What follows belongs to an exercise in optimizing a design on an open flow for small area; a production flow would make more cautious choices.
At most, simulation tests tie the RTL to the original design; equivalence was not proved.
Power and IR drop assume default switching activity.

==> inputs of run C <==
// jic
module jic (
    input  wire        clk,
    input  wire        rst,
    input  wire [7:0]  btn_edge,
    input  wire        tick,
    input  wire [7:0]  pin,
    input  wire        conv_done,
    input  wire [15:0] raw0,
    input  wire [15:0] raw1,
    input  wire [15:0] raw2,
    input  wire [15:0] raw3,
    input  wire        tx_done,
    input  wire        plat_fault,
    input  wire [5:0]  tx_raddr,
    output reg         conv_start,
    output reg         tx_start,
    output wire [5:0]  tx_len,
    output wire [7:0]  tx_rdata,
    output wire        tx_busy,
    output wire [7:0]  frame_btn,
    output wire [15:0] frame_ax0,
    output wire [15:0] frame_ax1,
    output wire [15:0] frame_ax2,
    output wire [15:0] frame_ax3,
    output wire        frame_valid,
    output wire        halted
);
==> module jic_render, before the edit <==
module jic_render (
    input  wire [7:0]  btn,
    input  wire [12:0] v0,
    input  wire [12:0] v1,
    input  wire [12:0] v2,
    input  wire [12:0] v3,
    input  wire [5:0]  a,
    output reg  [7:0]  q,
    output wire [5:0]  len
);
    function ge12;
        input [11:0] x;
        input [11:0] k;
        integer i;
        reg g;
        begin
            g = 1'b1;
            for (i = 0; i < 12; i = i + 1)
                g = k[i] ? (x[i] & g) : (x[i] | g);
            ge12 = g;
        end
    endfunction
    function [2:0] flen;
        input [12:0] v;
        reg [11:0] m1;    
        reg n, ge10, ge100, ge1000;
        reg [1:0] nd;     
        begin
            n      = v[12];
            m1     = v[11:0] ^ {12{n}};
            ge10   = n ? ge12(m1, 12'd9)   : ge12(m1, 12'd10);
            ge100  = n ? ge12(m1, 12'd99)  : ge12(m1, 12'd100);
            ge1000 = n ? ge12(m1, 12'd999) : ge12(m1, 12'd1000);
            nd     = {ge100, (ge10 & ~ge100) | ge1000};
            flen   = {nd[1] & (nd[0] | n), nd[1] ^ (nd[0] | n), ~(nd[0] ^ n)};
        end
    endfunction
    wire [2:0] l0 = flen(v0), l1 = flen(v1), l2 = flen(v2), l3 = flen(v3);
    wire [5:0] e0, e1, e2, e3;
    wire [4:0] co;
    jic_add #(6) u_e0 (.a(6'd12), .b({3'd0, l0}), .ci(1'b1), .s(e0), .co(co[0]));
    jic_add #(6) u_e1 (.a(e0), .b({3'd0, l1}), .ci(1'b1), .s(e1), .co(co[1]));
    jic_add #(6) u_e2 (.a(e1), .b({3'd0, l2}), .ci(1'b1), .s(e2), .co(co[2]));
    jic_add #(6) u_e3 (.a(e2), .b({3'd0, l3}), .ci(1'b1), .s(e3), .co(co[3]));
    jic_add #(6) u_len (.a(e3), .b(6'd0), .ci(1'b1), .s(len), .co(co[4]));
    wire [5:0] k0, k1, k2, k3;
    wire [3:0] ok;    
    jic_add #(6) u_k0 (.a(e0), .b(~a), .ci(1'b1), .s(k0), .co(ok[0]));
    jic_add #(6) u_k1 (.a(e1), .b(~a), .ci(1'b1), .s(k1), .co(ok[1]));
    jic_add #(6) u_k2 (.a(e2), .b(~a), .ci(1'b1), .s(k2), .co(ok[2]));
    jic_add #(6) u_k3 (.a(e3), .b(~a), .ci(1'b1), .s(k3), .co(ok[3]));
    reg  [12:0] vs;
    reg  [2:0]  ls;
    reg  [2:0]  k;
    reg         last;
    always @* begin
        if (ok[0])      begin vs = v0; ls = l0; k = k0[2:0]; last = 1'b0; end
        else if (ok[1]) begin vs = v1; ls = l1; k = k1[2:0]; last = 1'b0; end
        else if (ok[2]) begin vs = v2; ls = l2; k = k2[2:0]; last = 1'b0; end
        else            begin vs = v3; ls = l3; k = k3[2:0]; last = 1'b1; end
    end
    wire [11:0] m;
    wire        com;
    jic_add #(12) u_abs (.a(vs[11:0] ^ {12{vs[12]}}), .b(12'd0), .ci(vs[12]), .s(m), .co(com));
    wire [1:0]  j = {k[1] ^ ~k[0], ~k[0]};    
    wire [3:0]  dg;
    jic_dec u_dec (.m(m), .j(j), .digit(dg));
    wire hdr = ~a[5] & ~a[4] & ~(a[3] & a[2] & (a[1] | a[0]));    
    always @* begin
        if (hdr) begin
            case (a[3:0])
                4'd0:  q = 8'h42;
                4'd1:  q = 8'h3A;
                4'd10: q = 8'h2C;
                4'd11: q = 8'h41;
                4'd12: q = 8'h3A;
                4'd2:  q = {7'h18, btn[0]};
                4'd3:  q = {7'h18, btn[1]};
                4'd4:  q = {7'h18, btn[2]};
                4'd5:  q = {7'h18, btn[3]};
                4'd6:  q = {7'h18, btn[4]};
                4'd7:  q = {7'h18, btn[5]};
                4'd8:  q = {7'h18, btn[6]};
                default: q = {7'h18, btn[7]};
            endcase
        end else if (k == 3'd0) begin
            q = last ? 8'h0A : 8'h2C;
        end else if (vs[12] && k == ls) begin
            q = 8'h2D;
        end else begin
            q = {4'h3, dg};
        end
    end
endmodule
export LEC_CHECK = 0
export ABC_AREA = 1
export CAP_MARGIN = 20
export CORE_MARGIN = 2
export CORE_UTILIZATION = 40
export SLEW_MARGIN = 20
create_clock -name core_clock -period 32.0 [get_ports {clk}]
standard.sh (not shown) runs the stock make flow with config.mk's settings and CLKGATE_MAP_FILE= SYNTH_SCRIPT=/design/flow/synth_recipe.tcl, a recipe that flattens the netlist after the stock synthesis.
==> flow/flow/run.sh <==
#!/bin/bash
# Standard layout, with the smallest buffer cell on the ports.
export BUFFER_PORTS_ARGS="-buffer_cell sky130_fd_sc_hd__buf_1"
bash standard.sh > standard.log 2>&1
status=$?
tail -20 standard.log
exit $status
==> run X: changes against run C <==
--- a/flow/design.v
+++ b/flow/design.v
@@ -256,31 +256,35 @@
     wire       rp_wrap = (rp_q == 4'd4);
     wire [3:0] rp_inc;
     wire       rp_co;
     jic_add #(4) u_rp (.a(rp_q), .b(4'd0), .ci(1'b1), .s(rp_inc), .co(rp_co));
     wire       repoll  = wrap && rp_wrap;
     wire       div_step = mode_q && div_q;
-    localparam [3:0] DEB_LOAD = 4'b0001;
-    localparam [3:0] DEB_LAST = 4'b1100;    
+    wire [3:0] deb_dec [0:7];
+    wire [7:0] deb_co;
+    generate
+        for (g = 0; g < 8; g = g + 1) begin : g_deb
+            jic_add #(4) u_dec (.a(deb_q[g]), .b(4'hF), .ci(1'b0), .s(deb_dec[g]), .co(deb_co[g]));
+        end
+    endgenerate
     reg  [3:0] deb_n [0:7];
     reg  [7:0] stable_n;
-    reg        last, idle;
     integer i;
     always @* begin
         for (i = 0; i < 8; i = i + 1) begin
             deb_n[i]    = deb_q[i];
             stable_n[i] = stable_q[i];
-            last = (deb_q[i] == DEB_LAST);
-            idle = (deb_q[i] == 4'd0);
             if (run_tick) begin
                 if (edge_pending_q[i]) begin
-                    deb_n[i] = DEB_LOAD;
-                end else begin
-                    deb_n[i] = {deb_q[i][2] & ~last, deb_q[i][1:0], deb_q[i][3] ^ deb_q[i][2]};
-                    if (last || (idle && repoll))
+                    deb_n[i] = 4'd14;
+                end else if (deb_q[i] != 4'd0) begin
+                    deb_n[i] = deb_dec[i];
+                    if (deb_q[i] == 4'd1)
                         stable_n[i] = ~pin[i];
+                end else if (repoll) begin
+                    stable_n[i] = ~pin[i];
                 end
             end
         end
     end
     integer c;
     always @(posedge clk) begin
==> flow/run.sh (new file) <==
#!/bin/bash
# synth_recipe.tcl (not shown) runs the flow's synth.tcl, then flattens the netlist and writes it again
# the make line also repeats each setting of config.mk as NAME=value (left out here)
make -C /OpenROAD-flow-scripts/flow DESIGN_CONFIG=/design/flow/config.mk WORK_HOME=/design/flow/orfs CLKGATE_MAP_FILE= SYNTH_SCRIPT=/design/flow/synth_recipe.tcl finish
removed: flow/flow/run.sh
removed: flow/standard.sh
==> run M: changes against run C <==
--- a/flow/design.v
+++ b/flow/design.v
@@ -91,39 +91,41 @@
                 g = k[i] ? (x[i] & g) : (x[i] | g);
             ge12 = g;
         end
     endfunction
     function [2:0] flen;
         input [12:0] v;
-        reg [11:0] m1;    
         reg n, ge10, ge100, ge1000;
         reg [1:0] nd;     
         begin
             n      = v[12];
-            m1     = v[11:0] ^ {12{n}};
-            ge10   = n ? ge12(m1, 12'd9)   : ge12(m1, 12'd10);
-            ge100  = n ? ge12(m1, 12'd99)  : ge12(m1, 12'd100);
-            ge1000 = n ? ge12(m1, 12'd999) : ge12(m1, 12'd1000);
+            ge10   = n ? ~ge12(v[11:0], 12'd4087) : ge12(v[11:0], 12'd10);
+            ge100  = n ? ~ge12(v[11:0], 12'd3997) : ge12(v[11:0], 12'd100);
+            ge1000 = n ? ~ge12(v[11:0], 12'd3097) : ge12(v[11:0], 12'd1000);
             nd     = {ge100, (ge10 & ~ge100) | ge1000};
             flen   = {nd[1] & (nd[0] | n), nd[1] ^ (nd[0] | n), ~(nd[0] ^ n)};
         end
     endfunction
     wire [2:0] l0 = flen(v0), l1 = flen(v1), l2 = flen(v2), l3 = flen(v3);
-    wire [5:0] e0, e1, e2, e3;
-    wire [4:0] co;
-    jic_add #(6) u_e0 (.a(6'd12), .b({3'd0, l0}), .ci(1'b1), .s(e0), .co(co[0]));
-    jic_add #(6) u_e1 (.a(e0), .b({3'd0, l1}), .ci(1'b1), .s(e1), .co(co[1]));
-    jic_add #(6) u_e2 (.a(e1), .b({3'd0, l2}), .ci(1'b1), .s(e2), .co(co[2]));
-    jic_add #(6) u_e3 (.a(e2), .b({3'd0, l3}), .ci(1'b1), .s(e3), .co(co[3]));
-    jic_add #(6) u_len (.a(e3), .b(6'd0), .ci(1'b1), .s(len), .co(co[4]));
-    wire [5:0] k0, k1, k2, k3;
-    wire [3:0] ok;    
-    jic_add #(6) u_k0 (.a(e0), .b(~a), .ci(1'b1), .s(k0), .co(ok[0]));
-    jic_add #(6) u_k1 (.a(e1), .b(~a), .ci(1'b1), .s(k1), .co(ok[1]));
-    jic_add #(6) u_k2 (.a(e2), .b(~a), .ci(1'b1), .s(k2), .co(ok[2]));
-    jic_add #(6) u_k3 (.a(e3), .b(~a), .ci(1'b1), .s(k3), .co(ok[3]));
+    wire [3:0] s01, s23;
+    wire [4:0] sl;
+    wire [5:0] len1;
+    wire [3:0] co;
+    jic_add #(3) u_s01 (.a(l0), .b(l1), .ci(1'b0), .s(s01[2:0]), .co(s01[3]));
+    jic_add #(3) u_s23 (.a(l2), .b(l3), .ci(1'b0), .s(s23[2:0]), .co(s23[3]));
+    jic_add #(4) u_sl  (.a(s01), .b(s23), .ci(1'b0), .s(sl[3:0]), .co(sl[4]));
+    jic_add #(6) u_len (.a({1'b0, sl}), .b(6'd17), .ci(1'b0), .s(len), .co(co[0]));
+    wire [5:0] b0, x0, x1, x2, x3;
+    wire [4:0] cx;
+    jic_add #(6) u_b0 (.a(6'd14), .b({3'd0, l0}), .ci(1'b0), .s(b0), .co(cx[4]));
+    jic_add #(6) u_x0 (.a(~a), .b(b0), .ci(1'b0), .s(x0), .co(cx[0]));
+    jic_add #(6) u_x1 (.a(x0), .b({3'd0, l1}), .ci(1'b1), .s(x1), .co(cx[1]));
+    jic_add #(6) u_x2 (.a(x1), .b({3'd0, l2}), .ci(1'b1), .s(x2), .co(cx[2]));
+    jic_add #(6) u_x3 (.a(x2), .b({3'd0, l3}), .ci(1'b1), .s(x3), .co(cx[3]));
+    wire [3:0] ok = {~x3[5], ~x2[5], ~x1[5], ~x0[5]};
+    wire [5:0] k0 = x0, k1 = x1, k2 = x2, k3 = x3;
     reg  [12:0] vs;
     reg  [2:0]  ls;
     reg  [2:0]  k;
     reg         last;
     always @* begin
         if (ok[0])      begin vs = v0; ls = l0; k = k0[2:0]; last = 1'b0; end
==> flow/flow/run.sh (replaced) <==
#!/bin/bash
# Standard layout, with the smallest buffer cell on the ports and a
# clock tree without dummy loads.
export BUFFER_PORTS_ARGS="-buffer_cell sky130_fd_sc_hd__buf_1"
export CTS_ARGS="-sink_clustering_enable -repair_clock_nets -dont_use_dummy_load -buf_list sky130_fd_sc_hd__clkbuf_8"
bash standard.sh > standard.log 2>&1
status=$?
tail -20 standard.log
exit $status
==> run A: changes against run C <==
--- a/flow/design.v
+++ b/flow/design.v
@@ -91,39 +91,41 @@
                 g = k[i] ? (x[i] & g) : (x[i] | g);
             ge12 = g;
         end
     endfunction
     function [2:0] flen;
         input [12:0] v;
-        reg [11:0] m1;    
         reg n, ge10, ge100, ge1000;
         reg [1:0] nd;     
         begin
             n      = v[12];
-            m1     = v[11:0] ^ {12{n}};
-            ge10   = n ? ge12(m1, 12'd9)   : ge12(m1, 12'd10);
-            ge100  = n ? ge12(m1, 12'd99)  : ge12(m1, 12'd100);
-            ge1000 = n ? ge12(m1, 12'd999) : ge12(m1, 12'd1000);
+            ge10   = n ? ~ge12(v[11:0], 12'd4087) : ge12(v[11:0], 12'd10);
+            ge100  = n ? ~ge12(v[11:0], 12'd3997) : ge12(v[11:0], 12'd100);
+            ge1000 = n ? ~ge12(v[11:0], 12'd3097) : ge12(v[11:0], 12'd1000);
             nd     = {ge100, (ge10 & ~ge100) | ge1000};
             flen   = {nd[1] & (nd[0] | n), nd[1] ^ (nd[0] | n), ~(nd[0] ^ n)};
         end
     endfunction
     wire [2:0] l0 = flen(v0), l1 = flen(v1), l2 = flen(v2), l3 = flen(v3);
-    wire [5:0] e0, e1, e2, e3;
-    wire [4:0] co;
-    jic_add #(6) u_e0 (.a(6'd12), .b({3'd0, l0}), .ci(1'b1), .s(e0), .co(co[0]));
-    jic_add #(6) u_e1 (.a(e0), .b({3'd0, l1}), .ci(1'b1), .s(e1), .co(co[1]));
-    jic_add #(6) u_e2 (.a(e1), .b({3'd0, l2}), .ci(1'b1), .s(e2), .co(co[2]));
-    jic_add #(6) u_e3 (.a(e2), .b({3'd0, l3}), .ci(1'b1), .s(e3), .co(co[3]));
-    jic_add #(6) u_len (.a(e3), .b(6'd0), .ci(1'b1), .s(len), .co(co[4]));
-    wire [5:0] k0, k1, k2, k3;
-    wire [3:0] ok;    
-    jic_add #(6) u_k0 (.a(e0), .b(~a), .ci(1'b1), .s(k0), .co(ok[0]));
-    jic_add #(6) u_k1 (.a(e1), .b(~a), .ci(1'b1), .s(k1), .co(ok[1]));
-    jic_add #(6) u_k2 (.a(e2), .b(~a), .ci(1'b1), .s(k2), .co(ok[2]));
-    jic_add #(6) u_k3 (.a(e3), .b(~a), .ci(1'b1), .s(k3), .co(ok[3]));
+    wire [3:0] s01, s23;
+    wire [4:0] sl;
+    wire [5:0] len1;
+    wire [3:0] co;
+    jic_add #(3) u_s01 (.a(l0), .b(l1), .ci(1'b0), .s(s01[2:0]), .co(s01[3]));
+    jic_add #(3) u_s23 (.a(l2), .b(l3), .ci(1'b0), .s(s23[2:0]), .co(s23[3]));
+    jic_add #(4) u_sl  (.a(s01), .b(s23), .ci(1'b0), .s(sl[3:0]), .co(sl[4]));
+    jic_add #(6) u_len (.a({1'b0, sl}), .b(6'd17), .ci(1'b0), .s(len), .co(co[0]));
+    wire [5:0] b0, x0, x1, x2, x3;
+    wire [4:0] cx;
+    jic_add #(6) u_b0 (.a(6'd14), .b({3'd0, l0}), .ci(1'b0), .s(b0), .co(cx[4]));
+    jic_add #(6) u_x0 (.a(~a), .b(b0), .ci(1'b0), .s(x0), .co(cx[0]));
+    jic_add #(6) u_x1 (.a(x0), .b({3'd0, l1}), .ci(1'b1), .s(x1), .co(cx[1]));
+    jic_add #(6) u_x2 (.a(x1), .b({3'd0, l2}), .ci(1'b1), .s(x2), .co(cx[2]));
+    jic_add #(6) u_x3 (.a(x2), .b({3'd0, l3}), .ci(1'b1), .s(x3), .co(cx[3]));
+    wire [3:0] ok = {~x3[5], ~x2[5], ~x1[5], ~x0[5]};
+    wire [5:0] k0 = x0, k1 = x1, k2 = x2, k3 = x3;
     reg  [12:0] vs;
     reg  [2:0]  ls;
     reg  [2:0]  k;
     reg         last;
     always @* begin
         if (ok[0])      begin vs = v0; ls = l0; k = k0[2:0]; last = 1'b0; end
==> flow/flow/run.sh (replaced) <==
#!/bin/bash
# Standard layout, with the smallest buffer cell on the ports and a
# clock tree without dummy loads.
export BUFFER_PORTS_ARGS="-buffer_cell sky130_fd_sc_hd__buf_1"
export CTS_ARGS="-sink_clustering_enable -repair_clock_nets -dont_use_dummy_load -buf_list sky130_fd_sc_hd__clkbuf_4 -sink_clustering_size 20"
bash standard.sh > standard.log 2>&1
status=$?
tail -20 standard.log
exit $status
==> results.txt <==
item	run M	run X	run C	run A
Number of cells produced by synthesis	2433	2487	2423	2433
Worst hold start	btn_snap_q[4]	btn_snap_q[7]	conv_busy_q	btn_snap_q[3]
First-pass GRT wire length	83.5 mm	89.3 mm	83.8 mm	83.2 mm
Max-Slew Margin vs Limit	30.8%	30.7%	33.7%	30.8%
Worst Path Max Fanout	35	25	29	35
Mean instance size in the synthesized netlist	8.66 um2	8.67 um2	8.77 um2	8.66 um2
Met1 usage	25.9%	25.6%	26.6%	25.8%
Die area	54500 um2	55800 um2	55000 um2	54500 um2
Xor/xnor cell area share of the yosys netlist	1.29%	3.05%	3.01%	1.29%
Floorplan row count	84	85	84	84
Simple-gate portion of the synthesized area	15.4%	14.0%	14.4%	15.4%
Proportion of synthesized chip area in sequential cells	32.4%	31.7%	32.2%	32.4%
Finished Cell Area	23100 um2	25100 um2	23700 um2	23000 um2
Clk pwr share	14.0%	20.3%	21.0%	12.8%
Outcome	complete, no violations	complete, no violations	complete, no violations	complete, no violations
For run C, run M and run A, only the layout was checked, not whether the RTL still works.

==> static timing again, ports no longer ideal <==
Ports are ideal in the flow. The routed layouts listed here were re-timed in OpenROAD. Step 1, drivers: a clkbuf_16 drives clk and a buf_2 each remaining input, both assumed. Step 2 times the ports against the registers' clock, not the clock port: input delays grow and output delays shrink by t, the midpoint of the rising clock arrivals with the driver on. Slacks: ideal ports / drivers / drivers and shift; pairs: ideal ports / drivers.
run | t (ns) | setup slack, ns | worst register clock-pin slew, ns
run C | 0.629 | 10.983 / 10.947 / 10.947 | 0.07 / 0.07
run X | 0.582 | 10.529 / 10.502 / 10.502 | 0.07 / 0.07
run M | 0.633 | 8.987 / 8.960 / 8.960 | 0.06 / 0.06
run A | 0.790 | 9.017 / 8.989 / 8.989 | 0.07 / 0.07
After both steps every run listed still meets setup and hold. The setup slack of run C, which loses most, moves by -0.036 ns with the drivers and by -0.036 ns with both steps.
